From an optimization exercise on the open Yosys and OpenROAD flow, aimed at small area, a short achievable clock period and few clock cycles; shortcuts taken in it are not production practice.
Only simulation tests tie the RTL to the original design; equivalence was not proved.

==> flow/design.v <==
module tile_addr_gen (
    input  wire        clk,
    input  wire        rst,
    input  wire        start,
    input  wire [15:0] img_w,
    input  wire [15:0] img_h,
    input  wire [15:0] tile_w,
    input  wire [15:0] tile_h,
    input  wire [15:0] meta_w,
    input  wire [15:0] meta_h,
    input  wire        do_seq,
    input  wire [31:0] pix_len,
    output reg         addr_valid,
    output reg  [31:0] addr,
    input  wire        addr_ready,
    output wire        busy,
    output reg         done,
    output reg  [3:0]  err,
    output reg  [15:0] err_info
);
    localparam ERR_NONE   = 4'd0;
    localparam ERR_EXTENT = 4'd1;
    localparam ERR_PIXELS = 4'd2;
    localparam S_IDLE   = 3'd0;
    localparam S_CHECK1 = 3'd1;
    localparam S_CHECK2 = 3'd2;
    localparam S_RUN    = 3'd3;
    localparam S_DONE   = 3'd4;
    reg [2:0]  state;
    reg [15:0] W, H, tw, th, mw, mh;
    reg [31:0] plen;
    reg [15:0] ntx, nty, nmx, nmy;
    reg [15:0] x, y, i, j, mx, my;
    reg        gen;
    assign busy = (state != S_IDLE);
    wire [31:0] tile_area = tw * th;
    wire [31:0] img_area  = W * H;
    wire        e_pix0    = plen < tile_area;
    wire        e_pix1    = plen < img_area;
    wire        e_ext0    = (tw == 16'd0) || (th == 16'd0) ||
                            ((tw != 16'd0) && (W % tw != 16'd0)) ||
                            ((th != 16'd0) && (H % th != 16'd0));
    wire [15:0] ntx_c     = (tw != 16'd0) ? W / tw : 16'd0;
    wire [15:0] nty_c     = (th != 16'd0) ? H / th : 16'd0;
    wire        e_ext1    = (mw == 16'd0) || (mh == 16'd0) ||
                            ((mw != 16'd0) && (ntx % mw != 16'd0)) ||
                            ((mh != 16'd0) && (nty % mh != 16'd0));
    wire [15:0] nmx_c     = (mw != 16'd0) ? ntx / mw : 16'd0;
    wire [15:0] nmy_c     = (mh != 16'd0) ? nty / mh : 16'd0;
    wire [31:0] tile_row = my * mh + j;             
    wire [31:0] tile_col = mx * mw + i;             
    wire [31:0] src_row  = tile_row * th + y;
    wire [31:0] src_col  = tile_col * tw + x;
    wire [31:0] src_idx  = src_row * W + src_col;
    wire last_x  = (x  == tw  - 16'd1);
    wire last_y  = (y  == th  - 16'd1);
    wire last_i  = (i  == mw  - 16'd1);
    wire last_j  = (j  == mh  - 16'd1);
    wire last_mx = (mx == nmx - 16'd1);
    wire last_my = (my == nmy - 16'd1);
    wire load = gen && (!addr_valid || addr_ready);
    always @(posedge clk) begin
        if (rst) begin
            state      <= S_IDLE;
            done       <= 1'b0;
            err        <= ERR_NONE;
            err_info   <= 16'd0;
            addr_valid <= 1'b0;
            addr       <= 32'd0;
            gen        <= 1'b0;
        end else begin
            done <= 1'b0;
            case (state)
            S_IDLE: begin
                if (start) begin
                    W     <= img_w;
                    H     <= img_h;
                    tw    <= tile_w;
                    th    <= tile_h;
                    mw    <= do_seq ? meta_w : 16'd1;
                    mh    <= do_seq ? meta_h : 16'd1;
                    plen  <= pix_len;
                    state <= S_CHECK1;
                end
            end
            S_CHECK1: begin
                if (e_pix0) begin
                    err      <= ERR_PIXELS;
                    err_info <= 16'd0;
                    state    <= S_DONE;
                end else if (e_pix1) begin
                    err      <= ERR_PIXELS;
                    err_info <= 16'd1;
                    state    <= S_DONE;
                end else if (e_ext0) begin
                    err      <= ERR_EXTENT;
                    err_info <= 16'd0;
                    state    <= S_DONE;
                end else begin
                    ntx   <= ntx_c;
                    nty   <= nty_c;
                    state <= S_CHECK2;
                end
            end
            S_CHECK2: begin
                if (e_ext1) begin
                    err      <= ERR_EXTENT;
                    err_info <= 16'd1;
                    state    <= S_DONE;
                end else begin
                    nmx   <= nmx_c;
                    nmy   <= nmy_c;
                    x     <= 16'd0;
                    y     <= 16'd0;
                    i     <= 16'd0;
                    j     <= 16'd0;
                    mx    <= 16'd0;
                    my    <= 16'd0;
                    gen   <= (nmx_c != 16'd0) && (nmy_c != 16'd0);
                    err      <= ERR_NONE;
                    err_info <= 16'd0;
                    state <= S_RUN;
                end
            end
            S_RUN: begin
                if (load) begin
                    addr_valid <= 1'b1;
                    addr       <= src_idx;
                    if (!last_x) x <= x + 16'd1;
                    else begin
                        x <= 16'd0;
                        if (!last_y) y <= y + 16'd1;
                        else begin
                            y <= 16'd0;
                            if (!last_i) i <= i + 16'd1;
                            else begin
                                i <= 16'd0;
                                if (!last_j) j <= j + 16'd1;
                                else begin
                                    j <= 16'd0;
                                    if (!last_mx) mx <= mx + 16'd1;
                                    else begin
                                        mx <= 16'd0;
                                        if (!last_my) my <= my + 16'd1;
                                        else gen <= 1'b0;
                                    end
                                end
                            end
                        end
                    end
                end else if (addr_ready) begin
                    addr_valid <= 1'b0;
                end
                if (!gen && (!addr_valid || addr_ready)) begin
                    addr_valid <= 1'b0;
                    state      <= S_DONE;
                end
            end
            S_DONE: begin
                done  <= 1'b1;
                state <= S_IDLE;
            end
            default: state <= S_IDLE;
            endcase
        end
    end
endmodule
==> flow/run.sh <==
#!/bin/bash
# synth_recipe.tcl (not shown) runs the flow's synth.tcl, then flattens the netlist and writes it again
# the make line also repeats each setting of config.mk as NAME=value (left out here)
make -C /OpenROAD-flow-scripts/flow DESIGN_CONFIG=/design/flow/config.mk WORK_HOME=/design/flow/orfs CLKGATE_MAP_FILE= SYNTH_SCRIPT=/design/flow/synth_recipe.tcl finish
==> flow/config.mk <==
export PLATFORM = sky130hd
export DESIGN_NAME = tile_addr_gen
export DESIGN_NICKNAME = tile_addr_gen
export VERILOG_FILES = /design/flow/design.v
export SDC_FILE = /design/flow/constraint.sdc
export NUM_CORES = 4
export LEC_CHECK = 0
export CAP_MARGIN = 20
export CORE_MARGIN = 2
export CORE_UTILIZATION = 40
export SLEW_MARGIN = 20
==> flow/constraint.sdc <==
create_clock -name core_clock -period 34.0 [get_ports {clk}]
set_input_delay 6.8000 -clock core_clock [delete_from_list [all_inputs] [get_ports {clk}]]
set_output_delay 6.8000 -clock core_clock [all_outputs]
set_load 0.01 [all_outputs]
==> run notes <==
## synth_stat cells, types with 23 or more instances
master,number
sky130_fd_sc_hd__or3_1,101
sky130_fd_sc_hd__fa_1,1810
sky130_fd_sc_hd__clkbuf_1,529
sky130_fd_sc_hd__o31ai_1,54
sky130_fd_sc_hd__a2111oi_0,23
sky130_fd_sc_hd__a31oi_1,73
sky130_fd_sc_hd__mux2i_1,67
sky130_fd_sc_hd__a211oi_1,62
sky130_fd_sc_hd__a21oi_1,335
sky130_fd_sc_hd__nor2_1,875
sky130_fd_sc_hd__nand3_1,171
sky130_fd_sc_hd__and2_1,846
sky130_fd_sc_hd__o211ai_1,42
sky130_fd_sc_hd__o21bai_1,27
sky130_fd_sc_hd__dfxtp_1,41
sky130_fd_sc_hd__nand2_1,1600
sky130_fd_sc_hd__and3_1,68
sky130_fd_sc_hd__xor2_1,154
sky130_fd_sc_hd__edfxtp_1,288
sky130_fd_sc_hd__buf_1,38
sky130_fd_sc_hd__xnor2_1,386
sky130_fd_sc_hd__o2111ai_1,26
sky130_fd_sc_hd__nor3b_1,26
sky130_fd_sc_hd__o21a_1,324
sky130_fd_sc_hd__a21boi_0,67
sky130_fd_sc_hd__nor3_1,403
sky130_fd_sc_hd__a21o_1,131
sky130_fd_sc_hd__nand4_1,75
sky130_fd_sc_hd__nor2b_1,57
sky130_fd_sc_hd__o21ai_0,333
sky130_fd_sc_hd__mux2_2,93
sky130_fd_sc_hd__ha_1,1250
sky130_fd_sc_hd__nand2b_1,99
sky130_fd_sc_hd__inv_1,2369
sky130_fd_sc_hd__nor4_1,51
sky130_fd_sc_hd__or2_2,44
## stage by stage
step | std cells | setup slack, ns | utilization (%) | area (um^2)
2_1_floorplan | 13350 | 0.0007603 | - | 113000
3_3_place_gp | 17150 | -0.6108 | 43.20 | 120900
3_5_place_dp | 17150 | -1.151 | 43.21 | 120900
4_1_cts | 17250 | 0.009567 | 43.82 | 122600
5_1_grt | 17300 | -0.2559 | 44.27 | 123900
6_report | 17300 | 1.660 | 44.27 | 123900
## worst max-delay path by stage
stage / startpoint / end / slack (ns) / cells past startpoint
final: mh[12]$_SDFFCE_PN0P_ / nmy[13]$_DFFE_PP_ / 1.66 / 160
after floorplan: th[13]$_DFFE_PP_ / ntx[0]$_SDFFCE_PN0P_ / 0.0008 / 161
after global placement: mh[12]$_SDFFCE_PN0P_ / mx[7]$_SDFFCE_PN0P_ / -0.61 / 161
after detailed placement: mh[12]$_SDFFCE_PN0P_ / mx[0]$_SDFFCE_PN0P_ / -1.15 / 160
after CTS: th[15]$_DFFE_PP_ / ntx[7]$_SDFFCE_PN0P_ / 0.01 / 159
after global routing: mh[12]$_SDFFCE_PN0P_ / i[7]$_SDFFCE_PN0P_ / -0.26 / 164
## what timing repair did
action                                 in CTS  in global routing
gates cloned                                1                  2
endpoints found under the hold margin       0                  0
resized for setup                          29                273
pin swaps                                   6                 69
setup endpoints to repair                 167                171
buffers inserted                            7                 48
## worst max-delay path, delay by kind of cell (launching register included)
family	cells	cell delay [ns]
and+or+nand+nor	18	3.53
DFF	1	0.43
muxes	8	2.14
adders and majority gates	15	4.35
AOI/OAI and AO/OA	111	20.27
buffers and inverters	8	1.12
## cells by family (layout without fill, tap and decap cells)
logic type,count (synthesis),count (layout)
AND/OR/NAND/NOR,4505,4507
buffers and inverters,2977,3195
XOR/XNOR,549,549
AO/OA/AOI/OAI,1740,1741
multiplexers,175,175
other,1,21
adder cells (fa/ha/maj),3060,3060
flip-flops,329,329
## area by class of cell
type                    instances  area share [%]
inverters                    2380           7.210
well taps                    3724           3.761
clock buffers                  55          0.9987
diodes                          4        0.008079
repair buffers                732           4.861
multi-input cells           10050           75.28
flip-flops and latches        329           7.643
clock inverters                28          0.2363
## layer usage
layer	up-vias	wire, um	part of all wire [%]
li1	43090	-	-
met1	46320	156800	43
met2	3378	163300	45
met3	518	33100	9.1
met4	10	11380	3.1
met5	-	69	0.019
==> run notes <==
Run status:
- The run finished with no timing, DRC or antenna violations.

Worst setup path:
- The worst-path maximum fanout is 16.
- The startpoint type of the worst setup path is a flop.
- The setup slack on the worst flop-to-flop path is 1.66 ns.
- At the worst endpoint, the required time is 34.29 ns.
- The cell type of the slowest stage on the worst timing path is sky130_fd_sc_hd__o31ai_1.
- The arrival time at the worst endpoint is 32.63 ns.
- The most repeated library cell on the critical path is sky130_fd_sc_hd__o21a_1.
- The maximum single-stage delay on the critical path is 0.55 ns.
- The critical path capture point type is a flop.
- The worst setup path is of the flop to flop kind.
- The endpoint identified for the worst register-to-register timing path is nmy[13]$_DFFE_PP_.
- Measured in cells, the most critical reg-to-reg path has a length of 160.
- The origin of the critical flop-to-flop path is mh[12]$_SDFFCE_PN0P_.

Global routing:
- The met3 usage is 5.366%.
- The number of antenna violations at the first check in global routing is 21.
- The number of global-route vias before repair came to 94140.
- In the global route stage, met1 resource usage came out at 35.41%.
- Across every metal layer, demand over resource in global routing totals 25.74%.
- The maximum number of pins on one net before global-route repair is 65.
- The total overflow left after global routing is 0.
- The first-pass GRT wire length is 568000 um.
- The routing layer with the top usage in global route is met2.
- In the global route stage, met2 resource usage came out at 40.94%.

Timing:
- The max-slew violation count was 0.
- Hold timing on the final database bottoms out at a slack of 0.4472 ns.
- The normalized max-slew margin is 19.53%.
- The setup total negative slack is 0 ns.
- For the finished layout, the period the worst path requires is 32.34 ns.
- The maximum clock skew at final layout is 0.06874 ns.
- Setup violations remaining at the end of the flow were counted as 0.
- The slew at the pin with the worst max-slew slack is 1.194 ns.
- Dividing the final minimum period by the clock period gives 95.12%.
- The number of failing hold endpoints at the final stage is 0.
- The maximum clock frequency is 30.92 MHz.

Yosys:
- In this run, synthesis inferred 288 flip-flops with an integrated enable.
- For this run, the number of Yosys warnings is 1.
- The parity-gate share of the synthesized area counting xor and xnor cells is 4.373%.
- After synthesis, the mean cell area works out to 8.460 um^2.
- The biggest area contributor in the post-synthesis netlist is sky130_fd_sc_hd__fa_1.
- For this run, the leading register cell type out of synthesis is sky130_fd_sc_hd__edfxtp_1.
- The netlist area before placement is 112800 um^2.
- The area fraction in and, or, nand and nor cells after synthesis is 19.11%.
- The compound-gate portion of the synthesized area is 10.42%.
- Sorting the synthesized cells by area gives the leading types as sky130_fd_sc_hd__fa_1 32%, sky130_fd_sc_hd__ha_1 14%, sky130_fd_sc_hd__inv_1 7.9%.
- The distinct cell type count of the synthesized netlist is 110.
- In this run the biggest area consumer among cell types represents 32.12% of the synthesized area.
- The synthesized instance count is 13340.
- The share of synthesized cell area in full adder, half adder and majority cells is 45.98%.
- The register area share after synthesis is 8.393%.
- The multiplexer share of the synthesized area is 1.722%.
- The flop and latch count out of synthesis is 329.
- Of all flip-flops after synthesis, the portion carrying an async set or reset was 0%.
- By area, the combinational part of the netlist is dominated by adder cells.

Die:
- The floorplan row count is 194.
- From bottom edge to top edge, the die measures 535.1 um.
- From left edge to right edge, the die measures 535.1 um.
- The initial utilization of the core area, before any placement, comes to 40.31%.
- During I/O placement, the number of pins put on the boundary was 188.
- The core region is 279900 um^2.
- The die covers 286300 um^2.

Route:
- The detailed-route wire length per cell is 21.08 um.
- In the routed design, unresolved DRC markers number 0.
- The number of vias after detailed routing is 93310.
- The starting DRC count in detailed routing is 7207.
- The post-route antenna net violation count is 0.
- The routed wire length is 364700 um.
- The via density per instance is 5.394.
- The iteration count of the initial detailed-routing pass is 6.

Worst hold path:
- The worst hold path passes through 2 cells.
- For hold timing, the worst endpoint is addr[23]$_SDFFE_PP0P_.
- The launch point of the worst hold path is addr[23]$_SDFFE_PP0P_.
- The tightest min-delay check is of the flop to flop type.

Place:
- The estimated wirelength of the detail-placed design is 286000 um.
- The placer congestion estimate is 0.9442.
- The number of I/O port buffers is 170.

Final layout:
- The share of layout cells above drive strength 1 is 7.765%.
- The layout overhead on the synthesized area is 9.821%.
- The largest registers in the layout are addr (32), plen (32).
- In the final layout, the multi-input gates occupy 93270 um^2.
- The library cell used most frequently in the layout, excluding fill and tap cells, is sky130_fd_sc_hd__inv_1.
- The number of fill cells in the layout is 27660.
- The net total in the final layout is 16730.
- The register area is 9469 um^2.
- In the layout the commonest cells are 2369 x sky130_fd_sc_hd__inv_1, 1810 x sky130_fd_sc_hd__fa_1, 1599 x sky130_fd_sc_hd__nand2_1.

CTS:
- Clock-pin slew was measured on the worst setup and hold paths at 0.06 ns.
- Clock tree synthesis inserted a total of 46 buffers.
- The number of clock sinks seen by CTS is 329.
- The clock network latency to the later pin of the worst-skew pair is 0.72 ns.
- After clock tree synthesis, the flow added hold-fix buffers numbering 0.
- The CTS tree is done.
- The root buffer cell chosen for the clock tree is sky130_fd_sc_hd__clkbuf_16.
- The number of buffers on the longest clock path is 3.
- CTS built an H-tree with a depth of 2.

Flow run:
- Max-cap violations in this run came to 0.
Testbench counts, summed over its fixed seeds: cycles 184,088.

==> port drivers added, routing unchanged <==
The results above use ideal ports. As a check the final layout listed here was re-extracted and re-timed, cells and wires unchanged.
Step 1 (the two cells are an assumption about what drives the block):
set clk [get_ports {clk}]
set_driving_cell -lib_cell sky130_fd_sc_hd__clkbuf_16 $clk
set_driving_cell -lib_cell sky130_fd_sc_hd__buf_2 [delete_from_list [all_inputs] $clk]
Step 2 times the ports against the registers' clock, not the clock port: input delays grow and output delays shrink by t, the midpoint of the rising clock arrivals with the driver on.
Slacks: ideal / step 1 / step 2; pairs: ideal / step 1.
t, ns: 0.780
setup slack, ns: 1.660 / 1.660 / 1.660
hold WS [ns]: 0.447 / 0.447 / 0.447
slew at the worst register clock pin (ns): 0.07 / 0.07
After both steps setup and hold are still met in this run. The setup slack of this run moves by 0.000 ns with the drivers and by 0.000 ns with both steps.
